What follows belongs to an exercise in optimizing a design on an open flow for small area; a production flow would make more cautious choices. RTL that was checked went through simulation tests only; none was proved equivalent to the original. The RTL of runs 1 and 2 was laid out without a check of its function. Power is estimated from default activity; no workload was simulated.

<file path="flow/abc_area.script">
&get -n
&st
&deepsyn -J 100 -T 0
&dch -f
&nf -a -R 1000 -p
&put
topo
stime -c
</file>
<file path="standard.sh">
#!/bin/bash
# synth_recipe.tcl (not shown) runs the flow's synth.tcl, then flattens the netlist and writes it again
# the make line also repeats each setting of config.mk as NAME=value (left out here)
make -C /OpenROAD-flow-scripts/flow DESIGN_CONFIG=/design/flow/config.mk WORK_HOME=/design/flow/orfs CLKGATE_MAP_FILE= SYNTH_SCRIPT=/design/flow/synth_recipe.tcl "${@:-finish}"
</file>
<file path="design.v">
module core16 (
    input  wire        clk,
    input  wire        rst,           
    input  wire [15:0] load_addr,     
    input  wire [15:0] init_pc,       
    output wire        mem_req,
    output wire        mem_we,
    output wire [15:0] mem_addr,
    output wire [7:0]  mem_wdata,
    input  wire        mem_ack,
    input  wire [15:0] mem_rdata,
    output wire        disp_valid,
    output wire [15:0] disp_data,
    output wire        halted,
    output wire        faulted,
    output wire [1:0]  fault_code,
    output wire [16:0] fault_info,
    output wire [15:0] ac_out,
    output reg  [31:0] hits,
    output reg  [31:0] misses
);
    localparam [3:0] OP_START = 4'h0, OP_LOAD = 4'h1, OP_LOADM = 4'h2,
                     OP_STORE = 4'h3, OP_CMPM = 4'h4, OP_CJMP  = 4'h5,
                     OP_JMP   = 4'h6, OP_ADD  = 4'h7, OP_ADDM  = 4'h8,
                     OP_SUB   = 4'h9, OP_SUBM = 4'hA, OP_MUL   = 4'hB,
                     OP_MULM  = 4'hC, OP_DISP = 4'hD, OP_HALT  = 4'hE,
                     OP_BAD   = 4'hF;
    localparam [2:0] S_LOOK  = 3'd0,    
                     S_XFER  = 3'd1,    
                     S_EX    = 3'd2,    
                     S_MUL   = 3'd3,    
                     S_EA    = 3'd4,    
                     S_HALT  = 3'd5,
                     S_FLTA  = 3'd6,    
                     S_FLTI  = 3'd7;    
    localparam [1:0] P_F0 = 2'd0, P_F1 = 2'd1, P_D0 = 2'd2, P_D1 = 2'd3;
    reg [2:0]  st;
    reg [1:0]  ph;
    reg [3:0]  cnt;
    reg [3:0]  rp;         
    reg        mm;
    reg [16:0] adr;
    reg [16:0] pc;
    reg [15:0] ac;
    reg [15:0] x;
    reg [3:0]  op;
    reg        flag;
    reg        hp, mp;     
    reg        rot, rph;   
    reg        clr;        
    reg [103:0] tags;      
    wire       busy;
    assign halted     = (st == S_HALT) && !busy;
    assign faulted    = ((st == S_FLTA) || (st == S_FLTI)) && !busy;
    assign fault_code = {st == S_FLTI, st == S_FLTA};
    assign fault_info = adr;
    assign ac_out     = ac;
    assign disp_data  = ac;
    assign disp_valid = (st == S_EX) && (ph == P_F1) && (op == OP_DISP);
    assign mem_req   = (st == S_XFER);
    assign mem_we    = ph[1] && (op == OP_STORE);
    assign mem_addr  = adr[15:0];
    assign mem_wdata = ph[0] ? ac[15:8] : ac[7:0];
    wire [7:0] rbyte = adr[0] ? mem_rdata[15:8] : mem_rdata[7:0];
    wire [2:0]  idx   = adr[3:1];
    wire [11:0] atag  = adr[15:4];
    wire        abit  = (rp == 4'd12) || atag[rp];    
    wire [7:0]  lbits;
    wire        lbit  = lbits[idx];
    wire        diff  = abit ^ lbit;
    wire        oob   = adr[16];
    wire        hold  = clr || rot;    
    wire        look  = (st == S_LOOK) && !oob && !hold;
    wire        lend  = look && (cnt == 4'd12);
    wire        hit   = !mm && !diff;
    wire imm     = (ph == P_F1);
    wire is_mem  = (op == OP_LOADM) || (op == OP_STORE) || (op == OP_CMPM) ||
                   (op == OP_ADDM)  || (op == OP_SUBM)  || (op == OP_MULM);
    wire do_ea   = imm && (is_mem || (op == OP_JMP) || ((op == OP_CJMP) && flag));
    wire [3:0] nop    = ph[1] ? op : rbyte[7:4];
    wire       n_imm  = !ph[1];
    wire       n_mem  = (nop == OP_LOADM) || (nop == OP_STORE) || (nop == OP_CMPM) ||
                        (nop == OP_ADDM)  || (nop == OP_SUBM)  || (nop == OP_MULM);
    wire       n_ea   = n_imm && (n_mem || (nop == OP_JMP) || ((nop == OP_CJMP) && flag));
    wire       n_ld   = (nop == OP_LOAD) || (nop == OP_LOADM) || (nop == OP_BAD);
    wire       n_sub  = (nop == OP_SUB) || (nop == OP_SUBM);
    wire       n_cmp  = (nop == OP_CMPM);
    wire       n_alu  = (nop == OP_ADD) || (nop == OP_ADDM) || n_sub || n_cmp;
    wire [3:0] n_ctl  = n_ea ? 4'b0111 :
                        {n_sub || n_cmp, n_alu || n_ld, n_alu, 1'b0};
    wire       n_cin  = !n_ea && n_sub;
    reg  [1:0]  asel;      
    reg         bgate;     
    reg         binv;      
    reg         cin;
    always @* begin
        asel = 2'd0; bgate = 1'b0; binv = 1'b0; cin = 1'b0;
        case (st)
            S_XFER: begin asel = 2'd1; cin = 1'b1; end
            S_MUL:  begin asel = 2'd1; bgate = ac[0]; end
            S_EA:   begin asel = 2'd1; bgate = 1'b1; end
            S_EX:   begin asel = cnt[1:0]; bgate = cnt[2]; binv = cnt[3]; cin = mm; end
            default: ;
        endcase
    end
    wire [15:0] bb   = (x & {16{bgate}}) ^ {16{binv}};
    reg  [16:0] aa;
    always @* begin
        case (asel)
            2'd1: aa = adr;
            2'd2: aa = {1'b0, ac};
            2'd3: aa = {1'b0, load_addr};
            default: aa = 17'd0;
        endcase
    end
    wire [16:0] y;
    wire [16:0] ycar;
    assign ycar[0] = cin;
    genvar ai;
    generate
        for (ai = 0; ai < 16; ai = ai + 1) begin : g_add
            assign y[ai]      = aa[ai] ^ bb[ai] ^ ycar[ai];
            assign ycar[ai+1] = (aa[ai] & bb[ai]) | (ycar[ai] & (aa[ai] ^ bb[ai]));
        end
    endgenerate
    assign y[16] = aa[16] ^ ycar[16];
    wire        gt = ac[15] ^ x[15] ^ y[16];
    wire inc_hit  = lend && hit;
    wire inc_miss = (lend && !hit) ||
                    ((st == S_LOOK) && oob && !hold && !(ph[1] && (op == OP_STORE)));
    wire [6:0] hcar, mcar;
    assign hcar[0] = inc_hit;
    assign mcar[0] = inc_miss;
    wire rot_start = !rot && (rp == 4'd12) && (hp || mp || clr);
    wire rot_last  = rot && (rp == 4'd12) && rph;
    assign busy = rot || hp || mp || clr;
    always @(posedge clk) begin
        if (rst) begin
            rot <= 1'b0;
            rph <= 1'b0;
            clr <= 1'b1;
            hp  <= 1'b0;
            mp  <= 1'b0;
        end else begin
            if (rot) begin
                hp <= hp && hits[6] && !rot_last;
                mp <= mp && misses[6] && !rot_last;
            end else begin
                hp <= hp || hcar[6];
                mp <= mp || mcar[6];
            end
            if (rot_start) begin
                rot <= 1'b1;
                rph <= 1'b0;
            end
            if (rot) begin
                if (rp == 4'd12) rph <= 1'b1;
                if (rot_last) begin
                    rot <= 1'b0;
                    clr <= 1'b0;
                end
            end
        end
    end
    always @(posedge clk)
        if (rot) begin
            hits[31:6]   <= {!clr && (hits[6] ^ hp), hits[31:7]};
            misses[31:6] <= {!clr && (misses[6] ^ mp), misses[31:7]};
        end
    genvar gi;
    generate
        for (gi = 0; gi < 6; gi = gi + 1) begin : g_cnt
            assign hcar[gi+1] = hcar[gi] & hits[gi];
            assign mcar[gi+1] = mcar[gi] & misses[gi];
            always @(posedge clk) begin
                hits[gi]   <= !rst && (hits[gi] ^ hcar[gi]);
                misses[gi] <= !rst && (misses[gi] ^ mcar[gi]);
            end
        end
    endgenerate
    generate
        for (gi = 0; gi < 8; gi = gi + 1) begin : g_line
            assign lbits[gi] = tags[13*gi];
            always @(posedge clk)
                tags[13*gi +: 13] <= {!clr && ((look && (idx == gi)) ? abit : tags[13*gi]),
                                      tags[13*gi+1 +: 12]};
        end
    endgenerate
    always @(posedge clk)
        if (rst || rp == 4'd12) rp <= 4'd0;
        else                    rp <= rp + 4'd1;
    always @(posedge clk) begin
        if (rst) begin
            st     <= S_LOOK;
            ph     <= P_F0;
            cnt    <= 4'd0;
            adr    <= {1'b0, init_pc};
            flag   <= 1'b0;
        end else begin
            case (st)
                S_LOOK: if (hold) begin
                    if (clr) ac <= y[15:0];     
                end else begin
                    if (oob) begin
                        st <= S_FLTA;
                    end else begin
                        mm       <= (cnt != 4'd0) && mm || diff;
                        cnt      <= cnt + 4'd1;
                        if (cnt == 4'd12) begin
                            cnt <= 4'd0;
                            st  <= S_XFER;
                        end
                    end
                end
                S_XFER: begin
                    if (mem_ack) begin
                        case (ph)
                            P_F0: begin
                                x[7:0] <= rbyte;
                                adr    <= y;
                                ph     <= P_F1;
                                st     <= S_LOOK;
                            end
                            P_F1: begin
                                x[15:8] <= {rbyte[7:4] & {4{&rbyte[7:4]}}, rbyte[3:0]};
                                op      <= rbyte[7:4];
                                adr     <= y;
                                pc      <= y;
                                cnt     <= n_ctl;
                                mm      <= n_cin;
                                st      <= S_EX;
                            end
                            P_D0: begin
                                x[7:0] <= rbyte;
                                adr    <= y;
                                ph     <= P_D1;
                                st     <= S_LOOK;
                            end
                            default: begin
                                x[15:8] <= rbyte;
                                cnt     <= n_ctl;
                                mm      <= n_cin;
                                st      <= S_EX;
                            end
                        endcase
                    end
                end
                S_EX: begin
                    st  <= S_LOOK;
                    ph  <= P_F0;
                    cnt <= 4'd0;
                    if (ph == P_D1) adr <= pc;
                    if (do_ea) begin
                        adr <= y;           
                        st  <= S_EA;
                        ph  <= ph;
                    end else begin
                        case (op)
                            OP_LOAD, OP_LOADM, OP_ADD, OP_ADDM, OP_SUB, OP_SUBM:
                                ac <= y[15:0];
                            OP_CMPM: flag <= gt;
                            OP_MUL, OP_MULM: begin
                                adr <= y;           
                                st  <= S_MUL;
                                ph  <= ph;
                            end
                            OP_HALT: st <= S_HALT;
                            OP_BAD: begin
                                adr <= y;           
                                st  <= S_FLTI;
                            end
                            default: ;
                        endcase
                    end
                end
                S_EA: begin
                    adr <= y;               
                    st  <= S_LOOK;
                    ph  <= is_mem ? P_D0 : P_F0;
                end
                S_MUL: begin
                    adr <= y[16:1];
                    ac  <= {y[0], ac[15:1]};
                    cnt <= cnt + 4'd1;
                    if (cnt == 4'd15) begin
                        adr <= pc;
                        ph  <= P_F0;
                        st  <= S_LOOK;
                    end
                end
                default: ;    
            endcase
        end
    end
endmodule
</file>
<file path="flow/run.sh">
#!/bin/bash
# Standard ORFS layout with: an area-oriented ABC script in the standard
# synthesis, smaller port buffers and a leaner clock tree.
set -euo pipefail
export FLOW_WORK=$PWD
export AREA_ABC_SCRIPT=$PWD/flow/abc_area.script
export BUFFER_PORTS_ARGS="-buffer_cell sky130_fd_sc_hd__buf_1"
export CTS_ARGS="-sink_clustering_enable -repair_clock_nets -buf_list sky130_fd_sc_hd__clkbuf_4 -sink_clustering_size 8 -sink_clustering_max_diameter 40 -dont_use_dummy_load"
sed "s#SYNTH_SCRIPT=[^ ]*#SYNTH_SCRIPT=$PWD/flow/synth_wrap.tcl#" standard.sh > own.sh
grep -q "synth_wrap.tcl" own.sh
bash own.sh > standard.log 2>&1
</file>
<file path="flow/synth_wrap.tcl">
# The standard synthesis (synth_recipe.tcl), with its ABC mapping script
# swapped for an area-oriented one. Registers are mapped before ABC runs,
# so they are the same as the standard synthesis's.
proc abc {args} {
  set i [lsearch -exact $args -script]
  if {$i >= 0} {
    set args [lreplace $args [expr {$i + 1}] [expr {$i + 1}] $::env(AREA_ABC_SCRIPT)]
  }
  yosys abc {*}$args
}
source $::env(FLOW_WORK)/synth_recipe.tcl
</file>
<file path="constraint.sdc">
create_clock -name core_clock -period 9.0 [get_ports {clk}]
set_input_delay 1.8000 -clock core_clock [delete_from_list [all_inputs] [get_ports {clk}]]
set_output_delay 1.8000 -clock core_clock [all_outputs]
set_load 0.01 [all_outputs]
</file>
<file path="config.mk">
export PLATFORM = sky130hd
export DESIGN_NAME = core16
export DESIGN_NICKNAME = core16
export VERILOG_FILES = /design/flow/design.v
export SDC_FILE = /design/flow/constraint.sdc
export NUM_CORES = 4
export LEC_CHECK = 0
export CAP_MARGIN = 20
export CORE_MARGIN = 2
export CORE_UTILIZATION = 55
export SLEW_MARGIN = 20
</file>
==> results.yml, run 1 <==
synthesis:
  syn-num-nets: 846
  syn_avg_cell_area_um2: 12.61
  synth_ff_type: "dfxtp_1"
  syn_inst: 761
  synthArstFlopShare_pct: 0
  ys_warn_count: 1
  synth_seq_cells: 258
  ys_types: 42
  synth_edf_count: 122
  yosysSeqAreaShare_pct: 66.54
  netlist_area_um2: 9598
routing:
  drtAntennaViolNets: 0
  drt_drc_violations_left: 0
  vias_per_cell: 5.602
  wl_per_cell_um: 19.43
  first_pass_iters: 6
  drt-initial-drc-count: 556
  num_vias: 6739
  routed_wl_um: 23370
timing:
  setup_viol: 0
  fin_crit_sh_pct: 97.51
  final_max_slew_viol_count: 0
  maxSlewHeadroom_pct: 35.83
  clock_skew_ps: 85.51
  fmax_mhz: 114.0
  min_period_ps: 8776
  worst_slew_pin_slew_ps: 962.6
  rsz0062_at_grt: "no"
  setup_slack_ps: 224.4
  hold_viol_final: 0
floorplanning:
  rows: 48
  dieArea_um2: 18520
  die_w_um: 136.1
  initial_core_util_pct: 55.88
  core_um2: 17180
  io_pins: 195
  chipHeight_um: 136.1
worst_setup_path:
  crit_fanout: 4
  required_ps: 9390
  path_class: "input pin to flip-flop"
  r2r_slack_ps: 440
  critPathLaunchType: "input pin"
  worstPathArrival_ps: 9160
  cp-end-kind: "flip-flop"
final_layout:
  drive_gt1_share_pct: 7.677
  fin_area_um2: 10860
  syn_to_final_growth_pct: 13.18
  fillers: 1463
  fin_cells: 1203
  final_nets: 1064
placement:
  dpl.hpwl_um: 16910
  port-buffer-count: 194
  placed_cells: 1160
  place_area_um2: 10520
  dp_slack_ps: -340.8
  gp_congestion: 0.9306
grt:
  overflow: 0
  grt_max_degree: 55
  antenna_found_initial: 1
  grt_pass1_vias: 6415
  grt_use_total_pct: 24.97
  grt_pass1_wl_um: 34880
power_and_ir_drop:
  clkPwrFrac_pct: 30.0
  p_per_area_nw_per_um2: 174.2
  p_comb_share_pct: 4.1
  p_int_uw: 1473
  p_sw_uw: 418.6
  p_seq_share_pct: 65.9
  p_leak_uw: 0.003918
  ir_drop_mv: 0.1293
  switching_share_pct: 22.13
job:
  maxCapViolCount: 0
clock_tree:
  clock-root-buffer: "clkbuf_4"
  cts_buffers: 42
  ctsResizeCount: 0
  cts_max_level: 2
  clock_path_buffers: 3
  post-cts-setup-buffer-count: 0
  clkLatencyLatePin_ps: 640
  clock_sinks: 258
  cts_hold_buf: 0
  path_clk_slew_ps: 80
  cts_tree: "done"
min_path:
  hp-class: "flip-flop to flip-flop"
status:
  status: "finished clean"
[metal layers]
layer  wire, µm  global-route usage (%)  vias to the layer above  share of wire [%]
li1           -                       -                     3162                  -
met1      10180                   34.86                     3167                 44
met2      10450                   37.69                      360                 45
met3       2231                   7.196                       50                9.5
met4        511                   8.449                        0                2.2
met5          0                       0                        -                  0
[power by group through the flow]
stage               combinational (µW)  sequential (µW)  clock (µW)
global route                      85.4             1250         640
finish                            77.1             1250         567
CTS                               77.3             1250         591
floorplan                         46.2             1270           0
global placement                  75.3             1270           0
detailed placement                77.1             1270           0
[synthesized netlist by cell type (3+ instances only)]
cell | count | share of area [%]
edfxtp_1 | 122 | 38
mux2_1 | 12 | 1.4
nand2_1 | 66 | 2.6
dfxtp_1 | 136 | 28
and3_1 | 7 | 0.46
xor2_1 | 18 | 1.6
or3_1 | 4 | 0.26
xnor2_1 | 6 | 0.55
mux2i_1 | 4 | 0.42
a222oi_1 | 19 | 2.0
a31oi_1 | 4 | 0.26
o32ai_1 | 3 | 0.27
nand2b_1 | 9 | 0.59
o22ai_1 | 29 | 1.9
nor2_1 | 91 | 3.6
nor2b_1 | 20 | 1.3
nor3_1 | 15 | 0.78
a221oi_1 | 4 | 0.36
fa_1 | 16 | 3.3
buf_4 | 33 | 2.6
a211oi_1 | 5 | 0.39
clkinv_1 | 32 | 1.3
nor4_1 | 6 | 0.39
o21ai_0 | 37 | 1.9
nand3_1 | 7 | 0.36
ha_1 | 18 | 2.3
o211ai_1 | 3 | 0.23
a21oi_1 | 18 | 0.94
[placed cells by master (no fill, tap or decap), types with 13 or more instances in the layout]
| master | count |
|---|---|
| a21oi_1 | 18 |
| a222oi_1 | 19 |
| buf_1 | 193 |
| buf_4 | 13 |
| clkbuf_4 | 42 |
| clkinv_1 | 32 |
| dfxtp_1 | 134 |
| edfxtp_1 | 122 |
| ha_1 | 18 |
| nand2_1 | 66 |
| nor2_1 | 91 |
| nor2b_1 | 20 |
| nor3_1 | 15 |
| o21ai_0 | 37 |
| o22ai_1 | 29 |
| xor2_1 | 17 |
[state kept, by name, indices dropped and copies added, names as in the netlist]
signal and flops:
tags 104, hits 32, misses 32, adr 17, pc 17, ac 16, x 16, cnt 4
op 4, rp 4, st 3, ph 2, clr 1, flag 1, hp 1, mm 1
mp 1, rot 1, rph 1
[final cells by class]
cell class	count	area, µm²	area share, %
Multi-Input combinational cell	438	2928	26.95
Timing Repair Buffer	207	827.0	7.613
Sequential cell	258	6389	58.81
Tap cell	225	281.5	2.592
Antenna cell	1	2.502	0.02304
Inverter	32	120.1	1.106
Clock buffer	42	315.3	2.903
[cell families after synthesis]
family                   share of synthesized area (%)
AO/OA/AOI/OAI                                    8.904
XOR/XNOR                                         2.190
adder cells (fa/ha/maj)                          5.684
buffers and inverters                            3.833
flip-flops                                       66.54
multiplexers                                     1.825
AND/OR/NAND/NOR                                  11.03
[final timing paths]
| check | start | endpoint | cells past startpoint |
|---|---|---|---|
| hold reg to reg | tags[24] | tags[23] | 0 |
| hold / removal | tags[24] | tags[23] | 0 |
| setup / recovery | load_addr[0] | adr[16] | 24 |
| setup reg to reg | st[0] | adr[16] | 26 |
[worst max-delay path, stage by stage]
cell and delay, ps:
buf_1 90, a222oi_1 320, clkinv_1 140, fa_2 360, fa_1 460, fa_1 490
fa_2 430, fa_2 410, fa_2 400, fa_2 400, fa_2 400, fa_2 400
fa_2 420, fa_2 410, fa_2 410, fa_1 420, clkinv_1 70, fa_1 200
fa_2 230, fa_2 260, xor2_4 100, or3_1 320, o211ai_1 90, o32ai_1 90
[stage by stage]
step	power [µW]	hold WS [ps]	TNS (ps)	utilization [%]
2_1_floorplan	1318	309.6	0	-
3_3_place_gp	1349	311.0	-945.8	61.25
3_5_place_dp	1351	312.1	-1187	61.25
4_1_cts	1915	284.8	0	63.09
5_1_grt	1974	297.1	0	63.24
6_report	1892	298.4	0	63.24
==> run 2: changes to the inputs <==
--- a/design.v
+++ b/design.v
@@ -25,6 +25,12 @@
                      OP_SUB   = 4'h9, OP_SUBM = 4'hA, OP_MUL   = 4'hB,
                      OP_MULM  = 4'hC, OP_DISP = 4'hD, OP_HALT  = 4'hE,
                      OP_BAD   = 4'hF;
+    localparam [3:0] C_LOAD  = 4'b0000, C_BAD   = 4'b0001, C_MUL  = 4'b0010,
+                     C_START = 4'b0011, C_ADD   = 4'b0100, C_DISP = 4'b0101,
+                     C_HALT  = 4'b0110, C_SUB   = 4'b0111, C_LOADM = 4'b1000,
+                     C_STORE = 4'b1001, C_MULM  = 4'b1010, C_CJMP = 4'b1011,
+                     C_ADDM  = 4'b1100, C_JMP   = 4'b1101, C_CMPM = 4'b1110,
+                     C_SUBM  = 4'b1111;
     localparam [2:0] S_LOOK  = 3'd0,    
                      S_XFER  = 3'd1,    
                      S_EX    = 3'd2,    
@@ -56,15 +62,16 @@
     assign fault_info = adr;
     assign ac_out     = ac;
     assign disp_data  = ac;
-    assign disp_valid = (st == S_EX) && (ph == P_F1) && (op == OP_DISP);
+    assign disp_valid = (st == S_EX) && (ph == P_F1) && (op == C_DISP);
     assign mem_req   = (st == S_XFER);
-    assign mem_we    = ph[1] && (op == OP_STORE);
+    assign mem_we    = ph[1] && (op == C_STORE);
     assign mem_addr  = adr[15:0];
     assign mem_wdata = ph[0] ? ac[15:8] : ac[7:0];
     wire [7:0] rbyte = adr[0] ? mem_rdata[15:8] : mem_rdata[7:0];
     wire [2:0]  idx   = adr[3:1];
     wire [11:0] atag  = adr[15:4];
-    wire        abit  = (rp == 4'd12) || atag[rp];    
+    wire [15:0] abits = {4'b1111, atag};           
+    wire        abit  = abits[rp];
     wire [7:0]  lbits;
     wire        lbit  = lbits[idx];
     wire        diff  = abit ^ lbit;
@@ -74,21 +81,18 @@
     wire        lend  = look && (cnt == 4'd12);
     wire        hit   = !mm && !diff;
     wire imm     = (ph == P_F1);
-    wire is_mem  = (op == OP_LOADM) || (op == OP_STORE) || (op == OP_CMPM) ||
-                   (op == OP_ADDM)  || (op == OP_SUBM)  || (op == OP_MULM);
-    wire do_ea   = imm && (is_mem || (op == OP_JMP) || ((op == OP_CJMP) && flag));
-    wire [3:0] nop    = ph[1] ? op : rbyte[7:4];
-    wire       n_imm  = !ph[1];
-    wire       n_mem  = (nop == OP_LOADM) || (nop == OP_STORE) || (nop == OP_CMPM) ||
-                        (nop == OP_ADDM)  || (nop == OP_SUBM)  || (nop == OP_MULM);
-    wire       n_ea   = n_imm && (n_mem || (nop == OP_JMP) || ((nop == OP_CJMP) && flag));
-    wire       n_ld   = (nop == OP_LOAD) || (nop == OP_LOADM) || (nop == OP_BAD);
-    wire       n_sub  = (nop == OP_SUB) || (nop == OP_SUBM);
-    wire       n_cmp  = (nop == OP_CMPM);
-    wire       n_alu  = (nop == OP_ADD) || (nop == OP_ADDM) || n_sub || n_cmp;
-    wire [3:0] n_ctl  = n_ea ? 4'b0111 :
-                        {n_sub || n_cmp, n_alu || n_ld, n_alu, 1'b0};
-    wire       n_cin  = !n_ea && n_sub;
+    wire is_mem  = op[3] && (op != C_JMP) && (op != C_CJMP);
+    wire ea_ph   = imm && op[3];
+    wire do_ea   = ea_ph && ((op != C_CJMP) || flag);
+    wire [3:0] opc  = rbyte[7:4];
+    wire [3:0] code = (opc == OP_START) ? C_START : (opc == OP_LOAD)  ? C_LOAD  :
+                      (opc == OP_LOADM) ? C_LOADM : (opc == OP_STORE) ? C_STORE :
+                      (opc == OP_CMPM)  ? C_CMPM  : (opc == OP_CJMP)  ? C_CJMP  :
+                      (opc == OP_JMP)   ? C_JMP   : (opc == OP_ADD)   ? C_ADD   :
+                      (opc == OP_ADDM)  ? C_ADDM  : (opc == OP_SUB)   ? C_SUB   :
+                      (opc == OP_SUBM)  ? C_SUBM  : (opc == OP_MUL)   ? C_MUL   :
+                      (opc == OP_MULM)  ? C_MULM  : (opc == OP_DISP)  ? C_DISP  :
+                      (opc == OP_HALT)  ? C_HALT  : C_BAD;
     reg  [1:0]  asel;      
     reg         bgate;     
     reg         binv;      
@@ -99,7 +103,12 @@
             S_XFER: begin asel = 2'd1; cin = 1'b1; end
             S_MUL:  begin asel = 2'd1; bgate = ac[0]; end
             S_EA:   begin asel = 2'd1; bgate = 1'b1; end
-            S_EX:   begin asel = cnt[1:0]; bgate = cnt[2]; binv = cnt[3]; cin = mm; end
+            S_EX: begin
+                asel  = {ea_ph || op[2], ea_ph};
+                bgate = ea_ph || op[2] || !op[1];
+                binv  = !ea_ph && op[2] && op[1];
+                cin   = !ea_ph && (op[2:0] == 3'b111);
+            end
             default: ;
         endcase
     end
@@ -127,7 +136,7 @@
     wire        gt = ac[15] ^ x[15] ^ y[16];
     wire inc_hit  = lend && hit;
     wire inc_miss = (lend && !hit) ||
-                    ((st == S_LOOK) && oob && !hold && !(ph[1] && (op == OP_STORE)));
+                    ((st == S_LOOK) && oob && !hold && !mem_we);
     wire [6:0] hcar, mcar;
     assign hcar[0] = inc_hit;
     assign mcar[0] = inc_miss;
@@ -223,11 +232,9 @@
                             end
                             P_F1: begin
                                 x[15:8] <= {rbyte[7:4] & {4{&rbyte[7:4]}}, rbyte[3:0]};
-                                op      <= rbyte[7:4];
+                                op      <= code;
                                 adr     <= y;
                                 pc      <= y;
-                                cnt     <= n_ctl;
-                                mm      <= n_cin;
                                 st      <= S_EX;
                             end
                             P_D0: begin
@@ -238,17 +245,14 @@
                             end
                             default: begin
                                 x[15:8] <= rbyte;
-                                cnt     <= n_ctl;
-                                mm      <= n_cin;
                                 st      <= S_EX;
                             end
                         endcase
                     end
                 end
                 S_EX: begin
-                    st  <= S_LOOK;
-                    ph  <= P_F0;
-                    cnt <= 4'd0;
+                    st <= S_LOOK;
+                    ph <= P_F0;
                     if (ph == P_D1) adr <= pc;
                     if (do_ea) begin
                         adr <= y;           
@@ -256,16 +260,16 @@
                         ph  <= ph;
                     end else begin
                         case (op)
-                            OP_LOAD, OP_LOADM, OP_ADD, OP_ADDM, OP_SUB, OP_SUBM:
+                            C_LOAD, C_LOADM, C_ADD, C_ADDM, C_SUB, C_SUBM:
                                 ac <= y[15:0];
-                            OP_CMPM: flag <= gt;
-                            OP_MUL, OP_MULM: begin
+                            C_CMPM: flag <= gt;
+                            C_MUL, C_MULM: begin
                                 adr <= y;           
                                 st  <= S_MUL;
                                 ph  <= ph;
                             end
-                            OP_HALT: st <= S_HALT;
-                            OP_BAD: begin
+                            C_HALT: st <= S_HALT;
+                            C_BAD: begin
                                 adr <= y;           
                                 st  <= S_FLTI;
                             end
==> results.yml, run 2 <==
routing:
  drt-initial-drc-count: 515
  num_vias: 6520
  wl_per_cell_um: 19.72
  routed_wl_um: 22660
  drtAntennaViolNets: 0
  first_pass_iters: 5
  drt_drc_violations_left: 0
  vias_per_cell: 5.674
clock_tree:
  path_clk_slew_ps: 90
  cts_hold_buf: 0
  clock_sinks: 258
  cts_max_level: 2
  cts_buffers: 40
  clock-root-buffer: "clkbuf_4"
  clkLatencyLatePin_ps: 650
  cts_tree: "done"
  clock_path_buffers: 3
  post-cts-setup-buffer-count: 0
floorplanning:
  die_w_um: 135.3
  core_um2: 17060
  chipHeight_um: 135.3
  dieArea_um2: 18320
  rows: 48
  initial_core_util_pct: 55.63
  io_pins: 195
timing:
  maxSlewHeadroom_pct: 27.89
  min_period_ps: 8688
  setup_slack_ps: 311.8
  rsz0062_at_grt: "no"
  worst_slew_pin_slew_ps: 1080
  fin_crit_sh_pct: 96.54
  setup_viol: 0
  final_max_slew_viol_count: 0
  fmax_mhz: 115.1
  clock_skew_ps: 61.62
  hold_viol_final: 0
final_layout:
  reg_top3: "tags (104), hits (32), misses (32)"
  top_register: "tags"
  syn_to_final_growth_pct: 13.21
  mostFrequentLayoutCells: "buf_1 (193), dfxtp_1 (135), edfxtp_1 (122)"
  utilization_pct: 62.98
  fillers: 1382
  multi_input_area_um2: 2811
  layout_commonest_cell: "buf_1"
  largest_register_ffs: 104
  regArea_um2: 6387
  final_nets: 1010
  drive_gt1_share_pct: 8.017
min_path:
  hp-class: "flip-flop to flip-flop"
  worstHoldStart: "tags[86]"
  min_to: "tags[85]"
  worstHoldPathCells: 0
grt:
  grt_pass1_vias: 6258
  grt_max_degree: 63
  grt_use_total_pct: 24.59
  overflow: 0
  antenna_found_initial: 1
  grt_pass1_wl_um: 34260
synthesis:
  yosysMostFrequentCell: "dfxtp_1"
  synth_common_cells: "dfxtp_1 (136), edfxtp_1 (122), nor2_1 (50)"
  synth_edf_count: 122
  ys_warn_count: 1
  synth_top_area_share_pct: 38.61
  synth.area.top_cells: "edfxtp_1 (39%), dfxtp_1 (29%), fa_1 (3.4%), mux2_1 (3.1%), buf_4 (2.6%)"
  synth_ff_type: "dfxtp_1"
  synthArstFlopShare_pct: 0
  synth_top_cell_by_area: "edfxtp_1"
  syn_inst: 706
  synth_seq_cells: 258
  syn-num-nets: 791
  ys_types: 47
  netlist_area_um2: 9488
  syn_avg_cell_area_um2: 13.44
  yosysSeqAreaShare_pct: 67.31
worst_setup_path:
  cpPeakStageDelay_ps: 460
  crit_fanout: 3
  required_ps: 9540
  cp-end-kind: "flip-flop"
  critPathLaunchType: "input pin"
  critPathSlowestCell: "fa_1"
  worst_r2r_path_depth: 28
  critPathBufInv: 4
  path_delay_family: "adder cells"
  path_class: "input pin to flip-flop"
  r2r_slack_ps: 560
  rr_endpoint: "adr[16]"
  cpMostUsedCell: "fa_2"
  worstPathArrival_ps: 9230
  r2r_start: "st[2]"
power_and_ir_drop:
  total_power_uw: 1885
  ir_drop_mv: 0.1078
  p_per_area_nw_per_um2: 175.5
  p_leak_uw: 0.003841
placement:
  port-buffer-count: 194
  dpl.hpwl_um: 15930
  gp_congestion: 0.9279
  dp_slack_ps: -355.5
status:
  status: "finished clean"
job:
  maxCapViolCount: 0
-- run 2: changes by cell type after synthesis, moves of 4 or more --
cell,change
xor2_1,-16
mux2_1,+14
nor2_1,-41
nand2_1,-25
nor3_1,+8
a21oi_1,+18
o22ai_1,-24
a221oi_1,+10
a211oi_1,-4
o21ai_0,-9
nor2b_1,+5
a2bb2oi_1,+13
-- run 2: area by class of cell --
class	instances	share of cell area, %
Antenna cell	1	0.02330
Clock buffer	40	2.796
Inverter	29	1.013
Multi-Input combinational cell	386	26.17
Sequential cell	258	59.46
Tap cell	225	2.621
Timing Repair Buffer	210	7.909
-- run 2: through the flow --
| stage | TNS, ps | area, µm² | hold slack (ps) | cells |
|---|---|---|---|---|
| floorplan | 0 | 9517 | 309.6 | 706 |
| global placement | -1099 | 10430 | 310.6 | 1108 |
| detailed placement | -1546 | 10430 | 312.1 | 1108 |
| CTS | 0 | 10730 | 292.8 | 1148 |
| global route | 0 | 10740 | 308.4 | 1149 |
| finish | 0 | 10740 | 288.8 | 1149 |
-- run 2: where the power goes --
part	switching, µW	total (µW)	internal, µW
clock network	354	559	205
logic	48.2	78.7	30.5
registers	16.1	1250	1230
total	419	1880	1470
-- run 2: logic make-up after synthesis --
family	Yosys count	share of synthesized area, %
XOR/XNOR	10	0.9232
adder cells (fa/ha/maj)	34	5.750
buffers and inverters	62	3.758
flip-flops	258	67.31
multiplexers	29	3.402
AO/OA/AOI/OAI	138	10.05
AND/OR/NAND/NOR	175	8.809
-- run 2: worst reg2reg max path, delay by kind of cell, from the launching register on --
family | cells | cell delay, ps
flip-flops | 1 | 460
XOR/XNOR | 1 | 100
AND/OR/NAND/NOR | 5 | 900
AO/OA/AOI/OAI | 4 | 580
adder cells (fa/ha/maj) | 16 | 6120
buffers and inverters | 2 | 220
-- run 2: worst max path at each step --
stage | end | from | slack [ps] | depth (start not counted)
5_1_grt | adr[16] | load_addr[0] | 10 | 25
2_1_floorplan | adr[15] | load_addr[0] | 50 | 22
3_5_place_dp | adr[15] | load_addr[0] | -360 | 23
3_3_place_gp | adr[15] | load_addr[0] | -300 | 23
4_1_cts | adr[15] | load_addr[0] | 250 | 23
6_report | adr[16] | load_addr[0] | 310 | 25
-- run 2: repair_timing --
action	in CTS	in global routing
endpoints found under the hold margin	0	0
gates resized for setup	0	1
endpoints found under the setup margin	0	3
-- run 2: per-layer routing --
layer  vias to the layer above  global-route usage, %  part of all wire (%)
met5                         -                      0                     0
met4                         0                  10.01                   2.9
met3                        48                  5.312                   8.1
met2                       296                  38.32                    47
met1                      3162                  33.89                    42
li1                       3014                      -                     -
==> run 3: changes to the inputs <==
--- a/design.v
+++ b/design.v
@@ -31,14 +31,14 @@
                      C_STORE = 4'b1001, C_MULM  = 4'b1010, C_CJMP = 4'b1011,
                      C_ADDM  = 4'b1100, C_JMP   = 4'b1101, C_CMPM = 4'b1110,
                      C_SUBM  = 4'b1111;
-    localparam [2:0] S_LOOK  = 3'd0,    
-                     S_XFER  = 3'd1,    
-                     S_EX    = 3'd2,    
-                     S_MUL   = 3'd3,    
-                     S_EA    = 3'd4,    
-                     S_HALT  = 3'd5,
-                     S_FLTA  = 3'd6,    
-                     S_FLTI  = 3'd7;    
+    localparam [2:0] S_LOOK  = 3'b000,    
+                     S_XFER  = 3'b001,    
+                     S_EX    = 3'b010,    
+                     S_MUL   = 3'b011,    
+                     S_HALT  = 3'b100,
+                     S_EA    = 3'b101,    
+                     S_FLTA  = 3'b110,    
+                     S_FLTI  = 3'b111;    
     localparam [1:0] P_F0 = 2'd0, P_F1 = 2'd1, P_D0 = 2'd2, P_D1 = 2'd3;
     reg [2:0]  st;
     reg [1:0]  ph;
@@ -93,35 +93,17 @@
                       (opc == OP_SUBM)  ? C_SUBM  : (opc == OP_MUL)   ? C_MUL   :
                       (opc == OP_MULM)  ? C_MULM  : (opc == OP_DISP)  ? C_DISP  :
                       (opc == OP_HALT)  ? C_HALT  : C_BAD;
-    reg  [1:0]  asel;      
-    reg         bgate;     
-    reg         binv;      
-    reg         cin;
-    always @* begin
-        asel = 2'd0; bgate = 1'b0; binv = 1'b0; cin = 1'b0;
-        case (st)
-            S_XFER: begin asel = 2'd1; cin = 1'b1; end
-            S_MUL:  begin asel = 2'd1; bgate = ac[0]; end
-            S_EA:   begin asel = 2'd1; bgate = 1'b1; end
-            S_EX: begin
-                asel  = {ea_ph || op[2], ea_ph};
-                bgate = ea_ph || op[2] || !op[1];
-                binv  = !ea_ph && op[2] && op[1];
-                cin   = !ea_ph && (op[2:0] == 3'b111);
-            end
-            default: ;
-        endcase
-    end
+    wire        in_ex  = (st == S_EX);
+    wire        sel_la = in_ex && ea_ph;
+    wire        sel_ac = in_ex && !ea_ph && op[2];
+    wire        bgate  = (st == S_MUL) ? ac[0] :
+                         (st == S_EA) || (in_ex && (ea_ph || op[2] || !op[1]));
+    wire        binv   = in_ex && !ea_ph && op[2] && op[1];
+    wire        cin    = (st == S_XFER) || (in_ex && !ea_ph && (op[2:0] == 3'b111));
     wire [15:0] bb   = (x & {16{bgate}}) ^ {16{binv}};
-    reg  [16:0] aa;
-    always @* begin
-        case (asel)
-            2'd1: aa = adr;
-            2'd2: aa = {1'b0, ac};
-            2'd3: aa = {1'b0, load_addr};
-            default: aa = 17'd0;
-        endcase
-    end
+    wire [16:0] aa   = ({17{st[0]}} & adr) |
+                       ({17{sel_la}} & {1'b0, load_addr}) |
+                       ({17{sel_ac}} & {1'b0, ac});
     wire [16:0] y;
     wire [16:0] ycar;
     assign ycar[0] = cin;
==> results.yml, run 3 <==
status:
  status: "finished clean"
synthesis:
  synthArstFlopShare_pct: 0
  syn_inst: 730
  yosysSeqAreaShare_pct: 67.55
  syn_avg_cell_area_um2: 12.95
  netlist_area_um2: 9454
  ys_warn_count: 1
  synth_edf_count: 122
  synth_ff_type: "dfxtp_1"
  syn-num-nets: 815
  synth_top_area_share_pct: 38.75
  yosysMostFrequentCell: "dfxtp_1"
  ys_types: 48
  synth.area.top_cells: "edfxtp_1 (39%), dfxtp_1 (29%), fa_1 (3.4%), nor2_1 (3.0%), buf_4 (2.6%)"
  synth_top_cell_by_area: "edfxtp_1"
  synth_seq_cells: 258
  synth_common_cells: "dfxtp_1 (136), edfxtp_1 (122), nor2_1 (75)"
routing:
  num_vias: 6611
  drt_drc_violations_left: 0
  wl_per_cell_um: 19.32
  drtAntennaViolNets: 0
  routed_wl_um: 22560
  vias_per_cell: 5.660
  drt-initial-drc-count: 497
  first_pass_iters: 7
worst_setup_path:
  worst_r2r_path_depth: 26
  path_depth: 24
  r2r_start: "ph[1]"
  worstPathArrival_ps: 9310
  cpMostUsedCell: "fa_2"
  crit_fanout: 4
  startpoint: "load_addr[0]"
  required_ps: 9500
  critPathBufInv: 2
  path_delay_family: "adder cells"
  critPathLaunchType: "input pin"
  cpPeakStageDelay_ps: 410
  cp-end-kind: "flip-flop"
  path_cells: "buf_1, a222oi_1, inv_2, fa_2, fa_2, fa_2, fa_2, fa_2, fa_2, fa_2, fa_2, fa_2, fa_2, fa_2, fa_2, fa_2, fa_2, fa_2, fa_2, xnor2_2, xnor2_1, o21ai_0, a21oi_1, nor3_1"
  critPathSlowestCell: "fa_2"
  path_class: "input pin to flip-flop"
placement:
  dpl.hpwl_um: 15910
  gp_congestion: 0.8801
  port-buffer-count: 194
final_layout:
  reg_top3: "tags (104), hits (32), misses (32)"
  mostFrequentLayoutCells: "buf_1 (193), dfxtp_1 (135), edfxtp_1 (122)"
  syn_to_final_growth_pct: 13.00
  largest_register_ffs: 104
  regArea_um2: 6387
  layout_commonest_cell: "buf_1"
  drive_gt1_share_pct: 8.245
  final_nets: 1033
  fillers: 1351
  top_register: "tags"
  multi_input_area_um2: 2749
timing:
  min_period_ps: 8810
  hold_viol_final: 0
  clock_skew_ps: 67.86
  fmax_mhz: 113.5
  setup_viol: 0
  worst_slew_pin_slew_ps: 945.4
  maxSlewHeadroom_pct: 36.74
  rsz0062_at_grt: "no"
  tns_ps: 0
  fin_crit_sh_pct: 97.89
  final_max_slew_viol_count: 0
power_and_ir_drop:
  p_sw_uw: 426.3
  switching_share_pct: 22.46
  p_seq_share_pct: 65.7
  total_power_uw: 1898
  p_leak_uw: 0.003909
  p_comb_share_pct: 4.2
  ir_drop_mv: 0.1190
  p_per_area_nw_per_um2: 177.7
  p_int_uw: 1472
  clkPwrFrac_pct: 30.1
floorplanning:
  core_um2: 16700
  dieArea_um2: 18250
  initial_core_util_pct: 56.61
  rows: 47
  chipHeight_um: 135.1
  die_w_um: 135.1
  io_pins: 195
grt:
  overflow: 0
  grt_max_degree: 47
  grt_pass1_vias: 6424
  grt_pass1_wl_um: 34380
  grt_use_total_pct: 24.66
  antenna_found_initial: 1
clock_tree:
  clock_sinks: 258
  post-cts-setup-buffer-count: 0
  cts_tree: "done"
  clock_path_buffers: 3
  cts_buffers: 41
  clkLatencyLatePin_ps: 630
  clock-root-buffer: "clkbuf_4"
  cts_max_level: 2
  path_clk_slew_ps: 80
job:
  maxCapViolCount: 0
min_path:
  worstHoldStart: "tags[64]"
  hp-class: "flip-flop to flip-flop"
  worstHoldPathCells: 0
run 3: cells by family (layout without fill, tap and decap cells):
family / count (synthesis) / in the layout / share of synthesized area (%)
buf+inv: 66 / 282 / 3.931
mux: 15 / 15 / 1.972
xor+xnor: 9 / 9 / 0.8338
flops: 258 / 258 / 67.55
simple gates: 220 / 220 / 10.84
other cells: 0 / 2 / 0
fa+ha+maj: 34 / 34 / 5.770
compound gates: 128 / 128 / 9.105
run 3: area by class of cell:
class | instances | share of cell area [%]
Multi-Input combinational cell | 406 | 25.73
Clock buffer | 41 | 2.881
Timing Repair Buffer | 208 | 7.812
Sequential cell | 258 | 59.79
Inverter | 33 | 1.160
Antenna cell | 2 | 0.04685
Tap cell | 220 | 2.577
run 3: path summary, 6_finish.rpt:
check,endpoint,slack (ps)
worst max-delay path,flag,190
worst min-delay path,tags[63],310
worst max register to register,flag,390
worst min register to register,tags[63],310
run 3: power groups by stage:
stage / clock [µW] / combinational (µW) / sequential (µW)
after floorplan: 0 / 50.0 / 1270
after global placement: 0 / 77.2 / 1270
after detailed placement: 0 / 79.2 / 1270
after CTS: 593 / 79.4 / 1250
after global routing: 635 / 87.1 / 1250
final: 572 / 79.3 / 1250
run 3: worst reg2reg max path: stages, from the launching register on:
cell and delay (ps):
dfxtp_1 350, nand2b_1 200, nand2b_1 220, and3b_1 220, a222oi_1 460, inv_2 80, fa_2 410, fa_2 410
fa_2 400, fa_2 360, fa_2 390, fa_2 350, fa_2 400, fa_2 360, fa_2 390, fa_2 360
fa_2 390, fa_2 360, fa_2 400, fa_2 360, fa_2 400, fa_2 370, xnor2_2 260, xnor2_1 120
o21ai_0 220, a21oi_1 70, nor3_1 180
run 3: timing repair:
item,4_1_cts,5_1_grt
gates resized for setup,0,1
endpoints found under the setup margin,0,1
hold buffers,0,0
run 3: per-layer routing:
layer / track usage [%] / vias to the layer above / part of all wire, %
met2: 39.93 / 361 / 48
met1: 32.51 / 3150 / 40
li1: - / 3049 / -
met5: 0 / - / 0
met3: 5.293 / 51 / 8.1
met4: 10.30 / 0 / 3.0
run 3: per-stage QoR:
| stage | std cells | area (µm²) | hold slack, ps | setup WS, ps | util, % |
|---|---|---|---|---|---|
| 4_1_cts | 1166 | 10680 | 309.9 | 191.3 | 63.93 |
| 2_1_floorplan | 730 | 9507 | 309.6 | 16.41 | - |
| 3_3_place_gp | 1125 | 10370 | 310.6 | -220.8 | 62.09 |
| 3_5_place_dp | 1125 | 10370 | 312.1 | -440.4 | 62.09 |
| 6_report | 1168 | 10680 | 308.5 | 190.2 | 63.96 |
| 5_1_grt | 1167 | 10680 | 311.7 | 15.26 | 63.95 |
==> run 4: changes to the inputs <==
--- a/config.mk
+++ b/config.mk
@@ -7,5 +7,6 @@
 export LEC_CHECK = 0
 export CAP_MARGIN = 20
 export CORE_MARGIN = 2
-export CORE_UTILIZATION = 55
+export CORE_UTILIZATION = 70
+export PLACE_DENSITY = 0.85
 export SLEW_MARGIN = 20
==> results.yml, run 4 <==
synthesis:
  synth_top_cell_by_area: "edfxtp_1"
  syn_inst: 730
  ys_types: 48
  yosysSeqAreaShare_pct: 67.55
  syn-num-nets: 815
  ys_warn_count: 1
  synth.area.top_cells: "edfxtp_1 (39%), dfxtp_1 (29%), fa_1 (3.4%), nor2_1 (3.0%), buf_4 (2.6%)"
  synth_top_area_share_pct: 38.75
  synth_common_cells: "dfxtp_1 (136), edfxtp_1 (122), nor2_1 (75)"
  yosysMostFrequentCell: "dfxtp_1"
  netlist_area_um2: 9454
  synth_edf_count: 122
  synthArstFlopShare_pct: 0
  synth_ff_type: "dfxtp_1"
  syn_avg_cell_area_um2: 12.95
  synth_seq_cells: 258
grt:
  antenna_found_initial: 2
  top_usage_layer: "met2"
  overflow: 0
  grt_pass1_wl_um: 35650
  grt_use_total_pct: 32.49
  gr-usage-met2_pct: 51.99
  grt_max_degree: 54
  grt_pass1_vias: 6565
  grt_use_met3_pct: 7.264
  use_met1_pct: 44.16
final_layout:
  utilization_pct: 80.40
  fin_area_um2: 10610
  mostFrequentLayoutCells: "buf_1 (193), dfxtp_1 (135), edfxtp_1 (122)"
  layout_commonest_cell: "buf_1"
  largest_register_ffs: 104
  reg_top3: "tags (104), hits (32), misses (32)"
  fillers: 796
  regArea_um2: 6387
  syn_to_final_growth_pct: 12.18
  drive_gt1_share_pct: 7.847
  fin_cells: 1121
  top_register: "tags"
  multi_input_area_um2: 2749
  final_nets: 1030
floorplanning:
  dieArea_um2: 14450
  die_w_um: 120.2
  chipHeight_um: 120.2
  initial_core_util_pct: 71.68
  io_pins: 195
  core_um2: 13190
  rows: 42
placement:
  port-buffer-count: 194
  place_area_um2: 10300
  placed_cells: 1079
  dpl.hpwl_um: 16160
  dp_slack_ps: -368.1
  gp_congestion: 0.9201
power_and_ir_drop:
  p_leak_uw: 0.003890
  p_per_area_nw_per_um2: 179.2
  ir_drop_mv: 0.1022
clock_tree:
  clock-root-buffer: "clkbuf_4"
  clkLatencyLatePin_ps: 650
  clock_sinks: 258
  cts_tree: "done"
  clock_path_buffers: 3
  path_clk_slew_ps: 90
  post-cts-setup-buffer-count: 0
  cts_hold_buf: 0
  cts_max_level: 2
  ctsResizeCount: 0
  cts_buffers: 40
worst_setup_path:
  cp-end-kind: "flip-flop"
  critPathBufInv: 2
  cpMostUsedCell: "fa_2"
  path_cells: "buf_1, a222oi_1, clkinv_1, fa_2, fa_2, fa_2, fa_2, fa_2, fa_2, fa_2, fa_2, fa_2, fa_2, fa_2, fa_2, fa_2, fa_2, fa_2, fa_2, xnor2_2, xnor2_1, o21ai_0, a21oi_1, nor3_1"
  critPathSlowestCell: "fa_2"
  cpPeakStageDelay_ps: 440
  required_ps: 9440
  path_delay_family: "adder cells"
  critPathLaunchType: "input pin"
  path_class: "input pin to flip-flop"
  worstPathArrival_ps: 9210
  crit_fanout: 4
routing:
  num_vias: 6803
  drt_drc_violations_left: 0
  drtAntennaViolNets: 0
  drt-initial-drc-count: 956
  vias_per_cell: 6.069
  first_pass_iters: 6
  wl_per_cell_um: 21.07
  routed_wl_um: 23620
timing:
  maxSlewHeadroom_pct: 30.17
  worst_hold_slack_ps: 325.8
  rsz0062_at_grt: "no"
  final_max_slew_viol_count: 0
  setup_slack_ps: 222.5
  hold_viol_final: 0
  clock_skew_ps: 56.92
  worst_slew_pin_slew_ps: 1047
  fmax_mhz: 113.9
  min_period_ps: 8778
  fin_crit_sh_pct: 97.53
  setup_viol: 0
status:
  status: "finished clean"
job:
  maxCapViolCount: 0
min_path:
  hp-class: "flip-flop to flip-flop"
## run 4: power breakdown
group	leakage, µW	switching, µW	total [µW]	internal, µW
Sequential	0.00223	16.0	1250	1230
Combinational	0.00148	51.7	82.5	30.8
Clock	0.000184	365	570	205
## run 4: path summary, 6_finish.rpt
path | startpoint | to | slack, ps | cells after the start
setup / recovery | load_addr[0] | flag | 220 | 24
hold / removal | tags[37] | tags[36] | 330 | 0
setup reg to reg | st[2] | flag | 460 | 25
hold reg to reg | tags[37] | tags[36] | 330 | 0
## run 4: logic make-up (layout without fill, tap and decap cells)
logic type | count (synthesis) | count (layout) | share of synthesized area [%]
DFF | 258 | 258 | 67.55
adders and majority gates | 34 | 34 | 5.770
buffers and inverters | 66 | 279 | 3.931
muxes | 15 | 15 | 1.972
and+or+nand+nor | 220 | 220 | 10.84
xor gates and xnor gates | 9 | 9 | 0.8338
AOI/OAI and AO/OA | 128 | 128 | 9.105
other | 0 | 2 | 0
## run 4: layout make-up
cell class	count	share of cell area, %
Antenna cell	2	0.04719
Timing Repair Buffer	206	7.728
Sequential cell	258	60.23
Tap cell	176	2.076
Clock buffer	40	2.832
Multi-Input combinational cell	406	25.92
Inverter	33	1.168
## run 4: metrics by stage
stage               TNS [ps]  power, µW
floorplan                  0       1321
global placement      -761.4       1348
detailed placement     -1346       1354
CTS                        0       1907
global route               0       1967
finish                     0       1900
## run 4: metal layers
layer  up-vias  routed length, µm
li1       3041                  -
met1      3249               8882
met2       437              11730
met3        76               2274
met4         0                731
met5         -                  0
==> run 5: changes to the inputs <==
--- a/config.mk
+++ b/config.mk
@@ -7,6 +7,6 @@
 export LEC_CHECK = 0
 export CAP_MARGIN = 20
 export CORE_MARGIN = 2
-export CORE_UTILIZATION = 70
-export PLACE_DENSITY = 0.85
+export CORE_UTILIZATION = 65
+export PLACE_DENSITY = 0.75
 export SLEW_MARGIN = 20
==> results.yml, run 5 <==
synthesis:
  netlist_area_um2: 9454
  synth_top_cell_by_area: "edfxtp_1"
  synth_seq_cells: 258
  synth_common_cells: "dfxtp_1 (136), edfxtp_1 (122), nor2_1 (75)"
  ys_warn_count: 1
  ys_types: 48
  synthArstFlopShare_pct: 0
  syn-num-nets: 815
  yosysSeqAreaShare_pct: 67.55
  synth.area.top_cells: "edfxtp_1 (39%), dfxtp_1 (29%), fa_1 (3.4%), nor2_1 (3.0%), buf_4 (2.6%)"
  synth_top_area_share_pct: 38.75
  synth_edf_count: 122
  syn_avg_cell_area_um2: 12.95
  syn_inst: 730
  yosysMostFrequentCell: "dfxtp_1"
  synth_ff_type: "dfxtp_1"
timing:
  setup_slack_ps: 282.7
  clock_skew_ps: 45.71
  fmax_mhz: 114.7
  fin_crit_sh_pct: 96.86
  maxSlewHeadroom_pct: 32.18
  min_period_ps: 8717
  hold_viol_final: 0
  setup_viol: 0
  rsz0062_at_grt: "no"
  worst_slew_pin_slew_ps: 1017
  final_max_slew_viol_count: 0
worst_setup_path:
  critPathLaunchType: "input pin"
  required_ps: 9450
  cpMostUsedCell: "fa_2"
  r2r_slack_ps: 510
  path_cells: "buf_1, a222oi_1, clkinv_1, fa_2, fa_2, fa_2, fa_2, fa_2, fa_2, fa_2, fa_2, fa_2, fa_2, fa_2, fa_2, fa_2, fa_2, fa_2, fa_2, xnor2_2, xnor2_1, o21ai_0, a21oi_1, nor3_1"
  cpPeakStageDelay_ps: 440
  worstPathArrival_ps: 9170
  r2r_start: "st[2]"
  critPathBufInv: 2
  worst_r2r_path_depth: 25
  path_class: "input pin to flip-flop"
  rr_endpoint: "flag"
  cp-end-kind: "flip-flop"
  crit_fanout: 4
  critPathSlowestCell: "fa_2"
  path_delay_family: "adder cells"
clock_tree:
  cts_max_level: 2
  ctsResizeCount: 0
  path_clk_slew_ps: 80
  clock_path_buffers: 3
  cts_tree: "done"
  post-cts-setup-buffer-count: 0
  clock_sinks: 258
  clkLatencyLatePin_ps: 620
  cts_hold_buf: 0
  clock-root-buffer: "clkbuf_4"
  cts_buffers: 39
routing:
  first_pass_iters: 6
  wl_per_cell_um: 19.96
  num_vias: 6649
  drt-initial-drc-count: 862
  routed_wl_um: 22470
  drt_drc_violations_left: 0
  drtAntennaViolNets: 0
  vias_per_cell: 5.905
final_layout:
  syn_to_final_growth_pct: 12.15
  largest_register_ffs: 104
  final_nets: 1029
  utilization_pct: 73.79
  antenna_cells: 0
  top_register: "tags"
  fin_cells: 1126
  layout_commonest_cell: "buf_1"
  fillers: 1007
  mostFrequentLayoutCells: "buf_1 (193), dfxtp_1 (135), edfxtp_1 (122)"
  reg_top3: "tags (104), hits (32), misses (32)"
  drive_gt1_share_pct: 7.749
power_and_ir_drop:
  p_sw_uw: 418.7
  p_seq_share_pct: 66.3
  p_int_uw: 1462
  ir_drop_mv: 0.1247
  p_per_area_nw_per_um2: 177.4
  clkPwrFrac_pct: 29.5
  p_leak_uw: 0.003885
  p_comb_share_pct: 4.2
  switching_share_pct: 22.26
min_path:
  worstHoldPathCells: 0
  worstHoldStart: "tags[84]"
  hp-class: "flip-flop to flip-flop"
  min_to: "tags[83]"
floorplanning:
  io_pins: 195
  chipHeight_um: 124.6
  rows: 44
  die_w_um: 124.6
  dieArea_um2: 15530
  core_um2: 14370
  initial_core_util_pct: 65.80
placement:
  placed_cells: 1087
  dp_slack_ps: -333.4
  port-buffer-count: 194
  dpl.hpwl_um: 15940
  gp_congestion: 0.9484
grt:
  grt_pass1_vias: 6413
  antenna_found_initial: 0
  overflow: 0
  grt_max_degree: 57
  grt_pass1_wl_um: 34870
  grt_use_total_pct: 28.97
status:
  status: "finished clean"
job:
  maxCapViolCount: 0
[run 5: cell types whose count changed in the layout (fill, tap and decap cells not counted), sizes merged]
cell	before	now
diode	2	0
clkbuf	41	40
[run 5: worst max-delay path by stage]
stage / cells past startpoint / slack, ps / from / to
final: 24 / 280 / load_addr[0] / flag
after global routing: 24 / 60 / load_addr[0] / flag
after CTS: 24 / 300 / load_addr[0] / flag
after detailed placement: 24 / -330 / load_addr[0] / flag
after global placement: 24 / -260 / load_addr[0] / flag
after floorplan: 21 / 20 / load_addr[0] / adr[16]
[run 5: area by class of cell]
| cell class | count | area, µm² | share of cell area (%) |
|---|---|---|---|
| Inverter | 33 | 123.9 | 1.168 |
| Tap cell | 184 | 230.2 | 2.171 |
| Sequential cell | 258 | 6387 | 60.24 |
| Timing Repair Buffer | 206 | 819.5 | 7.730 |
| Multi-Input combinational cell | 406 | 2749 | 25.93 |
| Clock buffer | 39 | 292.8 | 2.761 |
[run 5: metrics by stage]
stage          total power, µW  TNS [ps]  area (µm²)  hold WS [ps]
3_3_place_gp              1349    -766.6       10310         311.6
5_1_grt                   1951         0       10600         318.1
3_5_place_dp              1353     -1149       10310         312.1
4_1_cts                   1892         0       10600         304.5
2_1_floorplan             1321         0        9507         309.6
6_report                  1881         0       10600         310.1
[run 5: routing by layer]
| metal | share of wire (%) | vias up | track usage, % |
|---|---|---|---|
| met5 | 0 | - | 0 |
| met4 | 2.2 | 0 | 9.187 |
| met3 | 8.4 | 50 | 6.100 |
| met2 | 49 | 341 | 46.80 |
| met1 | 40 | 3214 | 39.87 |
| li1 | - | 3044 | - |
[run 5: kinds of logic after synthesis]
family | synth area share (%)
fa+ha+maj | 5.770
xor+xnor | 0.8338
compound gates | 9.105
simple gates | 10.84
mux | 1.972
flops | 67.55
buf+inv | 3.931
[run 5: power by group through the flow]
stage               logic, µW  clock network [µW]  registers, µW
floorplan                50.0                   0           1270
global placement         77.4                   0           1270
detailed placement       79.8                   0           1270
CTS                      80.2                 566           1250
global route             87.2                 616           1250
finish                   79.8                 555           1250
==> run 6: changes to the inputs <==
==> flow/run.sh (replaced) <==
#!/bin/bash
# Standard ORFS layout with: an area-oriented ABC script in the standard
# synthesis, smaller port buffers and a leaner clock tree.
set -euo pipefail
export FLOW_WORK=$PWD
export AREA_ABC_SCRIPT=$PWD/flow/abc_area.script
export BUFFER_PORTS_ARGS="-buffer_cell sky130_fd_sc_hd__buf_1"
export CTS_ARGS="-sink_clustering_enable -repair_clock_nets -buf_list sky130_fd_sc_hd__clkbuf_4 -sink_clustering_size 10 -sink_clustering_max_diameter 40 -dont_use_dummy_load"
sed "s#SYNTH_SCRIPT=[^ ]*#SYNTH_SCRIPT=$PWD/flow/synth_wrap.tcl#" standard.sh > own.sh
grep -q "synth_wrap.tcl" own.sh
bash own.sh > standard.log 2>&1
==> results.yml, run 6 <==
clock_tree:
  cts_tree: "done"
  clock_path_buffers: 3
  post-cts-setup-buffer-count: 0
  cts_buffers: 34
  ctsResizeCount: 0
  clock_sinks: 258
  cts_max_level: 2
  clkLatencyLatePin_ps: 630
  clock-root-buffer: "clkbuf_4"
  cts_hold_buf: 0
  path_clk_slew_ps: 100
worst_setup_path:
  crit_fanout: 4
  cp-end-kind: "flip-flop"
  worstPathArrival_ps: 9190
  required_ps: 9460
  critPathLaunchType: "input pin"
  path_class: "input pin to flip-flop"
power_and_ir_drop:
  p_int_uw: 1437
  p_comb_share_pct: 4.3
  switching_share_pct: 22.39
  p_sw_uw: 414.6
  p_leak_uw: 0.003862
  p_seq_share_pct: 67.3
  ir_drop_mv: 0.1372
  p_per_area_nw_per_um2: 175.3
  clkPwrFrac_pct: 28.4
  total_power_uw: 1852
synthesis:
  ys_warn_count: 1
  synth_seq_cells: 258
  syn_avg_cell_area_um2: 12.95
  synth_common_cells: "dfxtp_1 (136), edfxtp_1 (122), nor2_1 (75)"
  syn-num-nets: 815
  synth_top_area_share_pct: 38.75
  netlist_area_um2: 9454
  synth_top_cell_by_area: "edfxtp_1"
  ys_types: 48
  synth_edf_count: 122
  synthArstFlopShare_pct: 0
  yosysMostFrequentCell: "dfxtp_1"
  synth_ff_type: "dfxtp_1"
  yosysSeqAreaShare_pct: 67.55
  syn_inst: 730
  synth.area.top_cells: "edfxtp_1 (39%), dfxtp_1 (29%), fa_1 (3.4%), nor2_1 (3.0%), buf_4 (2.6%)"
routing:
  drt-initial-drc-count: 886
  vias_per_cell: 5.884
  drtAntennaViolNets: 0
  routed_wl_um: 22700
  num_vias: 6596
  wl_per_cell_um: 20.25
  drt_drc_violations_left: 0
  first_pass_iters: 8
timing:
  final_max_slew_viol_count: 0
  fmax_mhz: 114.5
  maxSlewHeadroom_pct: 31.67
  min_period_ps: 8735
  hold_viol_final: 0
  clock_skew_ps: 77.77
  rsz0062_at_grt: "no"
  tns_ps: 0
  fin_crit_sh_pct: 97.06
  setup_viol: 0
  worst_slew_pin_slew_ps: 1025
grt:
  grt_use_total_pct: 29.04
  overflow: 0
  grt_pass1_vias: 6332
  grt_max_degree: 57
  antenna_found_initial: 0
  grt_pass1_wl_um: 34760
status:
  status: "finished clean"
floorplanning:
  io_pins: 195
  die_w_um: 124.6
  core_um2: 14370
  dieArea_um2: 15530
  chipHeight_um: 124.6
  initial_core_util_pct: 65.80
  rows: 44
final_layout:
  largest_register_ffs: 104
  layout_commonest_cell: "buf_1"
  top_register: "tags"
  reg_top3: "tags (104), hits (32), misses (32)"
  fin_area_um2: 10570
  syn_to_final_growth_pct: 11.75
  antenna_cells: 0
  final_nets: 1024
  drive_gt1_share_pct: 7.257
  mostFrequentLayoutCells: "buf_1 (193), dfxtp_1 (135), edfxtp_1 (122)"
min_path:
  hp-class: "flip-flop to flip-flop"
placement:
  dpl.hpwl_um: 15940
  gp_congestion: 0.9484
  port-buffer-count: 194
  place_area_um2: 10310
job:
  maxCapViolCount: 0
==> run 6: cell counts after synthesis <==
No cell type changed its count.
==> run 6: power by group through the flow <==
stage | sequential, µW | clock (µW) | combinational, µW
floorplan | 1270 | 0 | 50.0
global placement | 1270 | 0 | 77.4
detailed placement | 1270 | 0 | 79.8
CTS | 1250 | 534 | 80.4
global route | 1250 | 575 | 87.5
finish | 1250 | 525 | 80.3
==> run 6: kinds of logic after synthesis <==
family                     count (synthesis)  share of synthesized area [%]
DFF                                      258                          67.55
and+or+nand+nor                          220                          10.84
AOI/OAI and AO/OA                        128                          9.105
buffers and inverters                     66                          3.931
adders and majority gates                 34                          5.770
muxes                                     15                          1.972
xor gates and xnor gates                   9                         0.8338
==> run 6: final cells by class <==
| type | count | area (µm²) |
|---|---|---|
| flip-flops and latches | 258 | 6387 |
| fillers | 999 | 3804 |
| repair buffers | 206 | 819.5 |
| inverters | 33 | 123.9 |
| well taps | 184 | 230.2 |
| multi-input cells | 406 | 2749 |
| clock buffers | 34 | 255.2 |
==> run 6: layer usage <==
| layer | track usage (%) | up-vias | share of wire (%) |
|---|---|---|---|
| met1 | 39.77 | 3157 | 40 |
| met2 | 46.38 | 358 | 48 |
| met4 | 9.187 | 0 | 3.0 |
| met3 | 7.131 | 58 | 9.0 |
| met5 | 0 | - | 0 |
| li1 | - | 3023 | - |
==> run 6: critical path, stage by stage <==
cell	delay, ps
buf_1	80
a222oi_1	280
clkinv_1	170
fa_2	450
fa_2	420
fa_2	400
fa_2	350
fa_2	390
fa_2	360
fa_2	400
fa_2	360
fa_2	400
fa_2	360
fa_2	390
fa_2	350
fa_2	390
fa_2	360
fa_2	400
fa_2	360
xnor2_2	260
xnor2_1	180
o21ai_0	90
a21oi_1	120
nor3_1	60
==> run 6: through the flow <==
| stage | instances | setup WS [ps] | hold slack [ps] | utilization [%] |
|---|---|---|---|---|
| 3_3_place_gp | 1087 | -255.1 | 311.6 | 71.75 |
| 6_report | 1121 | 264.9 | 319.9 | 73.53 |
| 5_1_grt | 1121 | 73.97 | 333.6 | 73.53 |
| 4_1_cts | 1121 | 315.2 | 316.8 | 73.53 |
| 2_1_floorplan | 730 | 16.41 | 309.6 | - |
| 3_5_place_dp | 1087 | -333.4 | 312.1 | 71.75 |
==> run 6: worst paths after layout <==
path                                  to         start  slack, ps  cells past startpoint
worst min-delay path            tags[33]      tags[34]        320                      0
worst min register to register  tags[33]      tags[34]        320                      0
worst max-delay path                flag  load_addr[0]        260                     24
worst max register to register      flag         ph[1]        470                     26

[port drivers added, routing unchanged]
The flow's constraints put no driver on any port. The routed layouts listed below were extracted and timed again, unchanged, in two steps. Step 1: set_driving_cell puts a clkbuf_16 on clk and a buf_2 on each other input, an assumption about the parent block. Step 2 also shifts input and output timing later by t, the mid clock arrival at the registers, as if the neighbouring blocks saw the same clock. a / b / c = ideal ports / drivers / drivers and shift; a / b = the first two.
| run | shift t [ns] | setup WS [ns] | worst hold slack (ns) | worst setup path after step 2 |
|---|---|---|---|---|
| run 1 | 0.639 | 0.224 / 0.243 / -0.397 | 0.298 / 0.298 / 0.298 | input to register |
| run 2 | 0.650 | 0.312 / 0.331 / -0.319 | 0.289 / 0.289 / 0.289 | input to register |
| run 3 | 0.635 | 0.190 / 0.201 / -0.434 | 0.309 / 0.309 / 0.309 | input to register |
| run 4 | 0.657 | 0.222 / 0.241 / -0.415 | 0.326 / 0.326 / 0.326 | input to register |
| run 5 | 0.633 | 0.283 / 0.297 / -0.337 | 0.310 / 0.310 / 0.310 | input to register |
| run 6 | 0.632 | 0.265 / 0.278 / -0.354 | 0.320 / 0.320 / 0.320 | input to register |
With both steps, setup timing fails in every run listed, where it was met with ideal ports. For run 4, which loses most, drivers alone change the setup slack by +0.019 ns; drivers and shift together by -0.637 ns.
